Background: an optimization exercise with open tools, aiming at small area, a short achievable clock period and few clock cycles. Do not read the settings as production practice.
Only simulation tests tie the RTL to the original design; equivalence was not proved.

==> flow/design.v <==
module tz_hash (
    input  wire         clk,
    input  wire         rst,
    input  wire         in_valid,
    output wire         in_ready,
    input  wire [1:0]   in_op,
    input  wire [7:0]   in_data,
    output wire         idle,
    output wire [511:0] digest,
    output reg          err
);
    localparam [1:0] OP_INIT   = 2'd0;
    localparam [1:0] OP_ABSORB = 2'd1;
    localparam [1:0] OP_BIT    = 2'd2;
    localparam [1:0] OP_CAT    = 2'd3;
    localparam [126:0] ONE = 127'd1;
    function [126:0] fmulx;
        input [126:0] v;
        begin
            fmulx = {v[125:0], 1'b0};
            if (v[126])
                fmulx = fmulx ^ {63'd0, 1'b1, 62'd0, 1'b1};
        end
    endfunction
    function [126:0] fred;
        input [134:0] v;
        begin
            fred = v[126:0] ^ {56'd0, v[134:127], 55'd0, v[134:127]};
        end
    endfunction
    function [126:0] fmulx8;
        input [126:0] v;
        begin
            fmulx8 = fred({v, 8'd0});
        end
    endfunction
    function [126:0] fdivx;
        input [126:0] v;
        begin
            fdivx = {1'b0, v[126:1]};
            if (v[0])
                fdivx = fdivx ^ {1'b1, 63'd0, 1'b1, 62'd0};
        end
    endfunction
    function [126:0] fdivx8;
        input [126:0] v;
        integer i;
        begin
            fdivx8 = v;
            for (i = 0; i < 8; i = i + 1)
                fdivx8 = fdivx(fdivx8);
        end
    endfunction
    function [126:0] fmul8;
        input [126:0] v;
        input [7:0]   m;
        reg   [126:0] w;
        integer i;
        begin
            fmul8 = 127'd0;
            w = v;
            for (i = 0; i < 8; i = i + 1) begin
                if (m[i]) fmul8 = fmul8 ^ w;
                w = fmulx(w);
            end
        end
    endfunction
    reg [126:0] sa, sb, sc, sd;
    reg [126:0] u1, u2, u3, u4;
    reg         pv;         
    reg [1:0]   pop;
    reg [7:0]   pdata;
    reg         ph;         
    reg [5:0]   idx;        
    reg         bad;        
    reg         rdy;        
    reg         idl;        
    reg         c_init, c_abs, c_mul, c_first, c_hi, c_sw, c_wa, c_wb, c_unsw;
    reg [3:0]   nib;        
    reg [3:0]   nibc_n;     
    reg [7:0]   mb;         
    assign in_ready = rdy;
    assign idle     = idl;
    assign digest   = {1'b0, sa, 1'b0, sb, 1'b0, sc, 1'b0, sd};
    wire accept = in_valid && rdy;
    wire        mul_now  = pv && pop[1];           
    wire        end_now  = mul_now && idx == 6'd63;
    wire        consumed = pv && (pop == OP_ABSORB ? ph : (pop == OP_BIT ? idx == 6'd63 : 1'b1));
    wire        n_pv     = accept || (pv && !consumed);
    wire [1:0]  n_pop    = accept ? in_op : pop;
    wire [7:0]  n_pdata  = accept ? in_data : pdata;
    wire        n_ph     = (pv && pop == OP_ABSORB) ? !ph : ph;
    wire [5:0]  n_idx    = mul_now ? idx + 6'd1 : idx;
    wire        bad_now  = bad || (pop == OP_CAT && idx[3:0] == 4'd0 && pdata[7]);
    wire        n_bad    = mul_now ? (bad_now && idx != 6'd63) : bad;
    wire        n_last   = n_idx == 6'd63;
    wire        n_busy   = (n_pop == OP_ABSORB && !n_ph) || n_pop == OP_BIT ||
                           (n_pop == OP_CAT && n_last);
    reg [7:0] n_mb;
    always @(*) begin
        if (n_pop == OP_BIT) begin
            if (n_idx[3:0] != 4'd15)
                n_mb = 8'd0;
            else
                case (n_idx[5:4])
                    2'd0: n_mb = 8'h02;                       
                    2'd1: n_mb = {6'd0, n_pdata[0], 1'b1};    
                    2'd2: n_mb = 8'h01;                       
                    default: n_mb = {7'd0, n_pdata[0]};       
                endcase
        end else
            n_mb = n_pdata;
    end
    wire [126:0] a1, a2, a3, a4, nb;
    wire [126:0] c1, c2, c3, c4, nd;
    tz_xstep xa1 (.a(sa), .p(sb), .y(a1));
    tz_tstep xa2 (.a(a1), .p(sa), .t(nib[3]), .y(a2));
    tz_tstep xa3 (.a(a2), .p(a1), .t(nib[2]), .y(a3));
    tz_tstep xa4 (.a(a3), .p(a2), .t(nib[1]), .y(a4));
    tz_bstep xb4 (.a(a4), .p(a3), .t(nib[0]), .y(nb));
    tz_xstep xc1 (.a(sc), .p(sd), .y(c1));
    tz_tstep xc2 (.a(c1), .p(sc), .t(!nibc_n[3]), .y(c2));
    tz_tstep xc3 (.a(c2), .p(c1), .t(!nibc_n[2]), .y(c3));
    tz_tstep xc4 (.a(c3), .p(c2), .t(!nibc_n[1]), .y(c4));
    tz_bstep xd4 (.a(c4), .p(c3), .t(!nibc_n[0]), .y(nd));
    wire [126:0] s1 = c_first ? (c_hi ? u3 : 127'd0) : fmulx8(u1);
    wire [126:0] s2 = c_first ? (c_hi ? u4 : 127'd0) : fmulx8(u2);
    wire [126:0] o1 = s1 ^ fmul8(sa, mb);
    wire [126:0] o2 = s2 ^ fmul8(sc, mb);
    always @(posedge clk) begin
        if (rst) begin
            pv      <= 1'b0;
            ph      <= 1'b0;
            idx     <= 6'd0;
            bad     <= 1'b0;
            rdy     <= 1'b1;
            idl     <= 1'b1;
            c_init  <= 1'b0;
            c_abs   <= 1'b0;
            c_mul   <= 1'b0;
            c_sw    <= 1'b0;
            c_wa    <= 1'b0;
            c_wb    <= 1'b0;
            c_unsw  <= 1'b0;
        end else begin
            pv      <= n_pv;
            pop     <= n_pop;
            pdata   <= n_pdata;
            ph      <= n_ph;
            idx     <= n_idx;
            bad     <= n_bad;
            rdy     <= !(n_pv && n_busy);
            idl     <= !n_pv && n_idx == 6'd0 && !end_now;
            c_init  <= n_pv && n_pop == OP_INIT;
            c_abs   <= n_pv && n_pop == OP_ABSORB;
            c_mul   <= n_pv && n_pop[1];
            c_first <= n_idx[3:0] == 4'd0;
            c_hi    <= n_idx[5];
            c_sw    <= n_pv && n_pop[1] && n_idx == 6'd31;
            c_wa    <= n_pv && n_pop[1] && n_idx == 6'd48 && !n_bad &&
                       !(n_pop == OP_CAT && n_pdata[7]);
            c_wb    <= end_now && !bad_now;
            c_unsw  <= end_now && bad_now;
            nib     <= n_ph ? n_pdata[3:0] : n_pdata[7:4];
            nibc_n  <= ~(n_ph ? n_pdata[3:0] : n_pdata[7:4]);
            mb      <= n_mb;
            if (c_mul) begin
                u1 <= o1;
                u2 <= o2;
                u3 <= c_first ? u1 : fdivx8(u3);
                u4 <= c_first ? u2 : fdivx8(u4);
            end
        end
    end
    wire         abs_go = c_abs && !rst;
    reg  [126:0] ka, kb, kc, kd;
    always @(*) begin
        if (abs_go) begin
            ka = 127'd0;
            kb = 127'd0;
            kc = 127'd0;
            kd = 127'd0;
        end else if (rst || c_init) begin
            ka = ONE;
            kb = 127'd0;
            kc = 127'd0;
            kd = ONE;
        end else if (c_sw || c_unsw) begin
            ka = sb;
            kb = sa;
            kc = sd;
            kd = sc;
        end else if (c_wb) begin
            ka = sb;
            kb = u1;
            kc = sd;
            kd = u2;
        end else if (c_wa) begin
            ka = sa;
            kb = u1;
            kc = sc;
            kd = u2;
        end else begin
            ka = sa;
            kb = sb;
            kc = sc;
            kd = sd;
        end
    end
    wire [126:0] da, db, dc, dd;
    tz_andor ma (.s(abs_go), .a(a4), .b(ka), .y(da));
    tz_andor mb_ (.s(abs_go), .a(nb), .b(kb), .y(db));
    tz_andor mc (.s(abs_go), .a(c4), .b(kc), .y(dc));
    tz_andor md (.s(abs_go), .a(nd), .b(kd), .y(dd));
    always @(posedge clk) begin
        sa <= da;
        sb <= db;
        sc <= dc;
        sd <= dd;
    end
    always @(posedge clk) begin
        if (rst || c_init)
            err <= 1'b0;
        else if (c_unsw)
            err <= 1'b1;
    end
endmodule
module tz_xstep (
    input  wire [126:0] a,
    input  wire [126:0] p,
    output wire [126:0] y
);
    assign y = {a[125:0], 1'b0} ^ {63'd0, a[126], 62'd0, a[126]} ^ p;
endmodule
module tz_tstep (
    input  wire [126:0] a,
    input  wire [126:0] p,
    input  wire         t,
    output wire [126:0] y
);
    assign y = {a[125:0], 1'b0} ^ {63'd0, a[126], 62'd0, a[126]} ^ p ^ (t ? a : 127'd0);
endmodule
module tz_andor (
    input  wire         s,
    input  wire [126:0] a,
    input  wire [126:0] b,
    output wire [126:0] y
);
    assign y = (s ? a : 127'd0) | b;
endmodule
module tz_bstep (
    input  wire [126:0] a,
    input  wire [126:0] p,
    input  wire         t,
    output wire [126:0] y
);
    assign y = p ^ (t ? a : 127'd0);
endmodule
make LEC_CHECK=0 CAP_MARGIN=20 CORE_MARGIN=2 CORE_UTILIZATION=30 CTS_CLUSTER_DIAMETER=100 CTS_CLUSTER_SIZE=30 PLACE_DENSITY=0.5 SETUP_SLACK_MARGIN=1.0 SLEW_MARGIN=20 SYNTH_HIERARCHICAL=1 finish   # period 4.0 ns
run.sh (not shown) runs the stock make flow with config.mk's settings and CLKGATE_MAP_FILE= SYNTH_SCRIPT=/design/flow/synth_recipe.tcl, a recipe that flattens the netlist after the stock synthesis.
Testbench counts at the start, summed over its fixed seeds: cycles 69,724.
Then changed:
--- a/flow/design.v
+++ b/flow/design.v
@@ -54,15 +54,35 @@
     function [126:0] fmul8;
         input [126:0] v;
         input [7:0]   m;
-        reg   [126:0] w;
-        integer i;
-        begin
-            fmul8 = 127'd0;
-            w = v;
-            for (i = 0; i < 8; i = i + 1) begin
-                if (m[i]) fmul8 = fmul8 ^ w;
-                w = fmulx(w);
+        reg   [127:0] w;
+        reg   [134:0] acc;
+        reg   [3:0]   yl, yh, ys, ml, mh, ms;
+        reg   [6:0]   pl, ph, pm;
+        reg   [14:0]  p;
+        integer k, i, j;
+        begin
+            w   = {1'b0, v};
+            acc = 135'd0;
+            ml  = m[3:0];
+            mh  = m[7:4];
+            ms  = ml ^ mh;
+            for (k = 0; k < 16; k = k + 1) begin
+                yl = w[8*k +: 4];
+                yh = w[8*k+4 +: 4];
+                ys = yl ^ yh;
+                pl = 7'd0;
+                ph = 7'd0;
+                pm = 7'd0;
+                for (i = 0; i < 4; i = i + 1)
+                    for (j = 0; j < 4; j = j + 1) begin
+                        pl[i+j] = pl[i+j] ^ (yl[i] & ml[j]);
+                        ph[i+j] = ph[i+j] ^ (yh[i] & mh[j]);
+                        pm[i+j] = pm[i+j] ^ (ys[i] & ms[j]);
+                    end
+                p = {8'd0, pl} ^ {ph, 8'd0} ^ {4'd0, pm ^ pl ^ ph, 4'd0};
+                acc = acc ^ ({120'd0, p} << (8*k));
             end
+            fmul8 = fred(acc);
         end
     endfunction
     reg [126:0] sa, sb, sc, sd;
Area after synthesis came out lower by 2.1%; final area came out lower by 1.5%; register-to-register slack degrades by 0.04 ns; utilization came out higher by 0.16 points; setup slack degrades by 0.068 ns; wire length came out higher by 3.5%; final cell count came out lower by 3.1%; clock skew came out higher by 0.088 ns.
Testbench counts after the change, summed over its fixed seeds: cycles 69,724.

-- afterwards: timing with drivers on the ports --
No port has a modelled driver above. Below, the same layouts with a new extraction and two added sets of constraints. Step 1: set_driving_cell puts a clkbuf_16 on clk and a buf_2 on each other input, an assumption about the parent block. Step 2 moves the port delays by t, midway between the first and last clock arrival at a register: inputs arrive t later, outputs are due t later. That takes back most of the time a late clock gives input paths. Slacks: ideal / step 1 / step 2; pairs: ideal / step 1.
| run | t (ns) | slack for setup (ns) | worst slew at a driven data input, ns |
|---|---|---|---|
| the first run | 0.925 | 1.066 / 0.974 / 0.820 | 0.05 |
| the second run | 0.931 | 0.998 / 0.900 / 0.953 | 0.08 |
After both steps setup and hold are still met in every run listed. The setup slack of the first run, which loses most, moves by -0.092 ns with the drivers and by -0.246 ns with both steps.
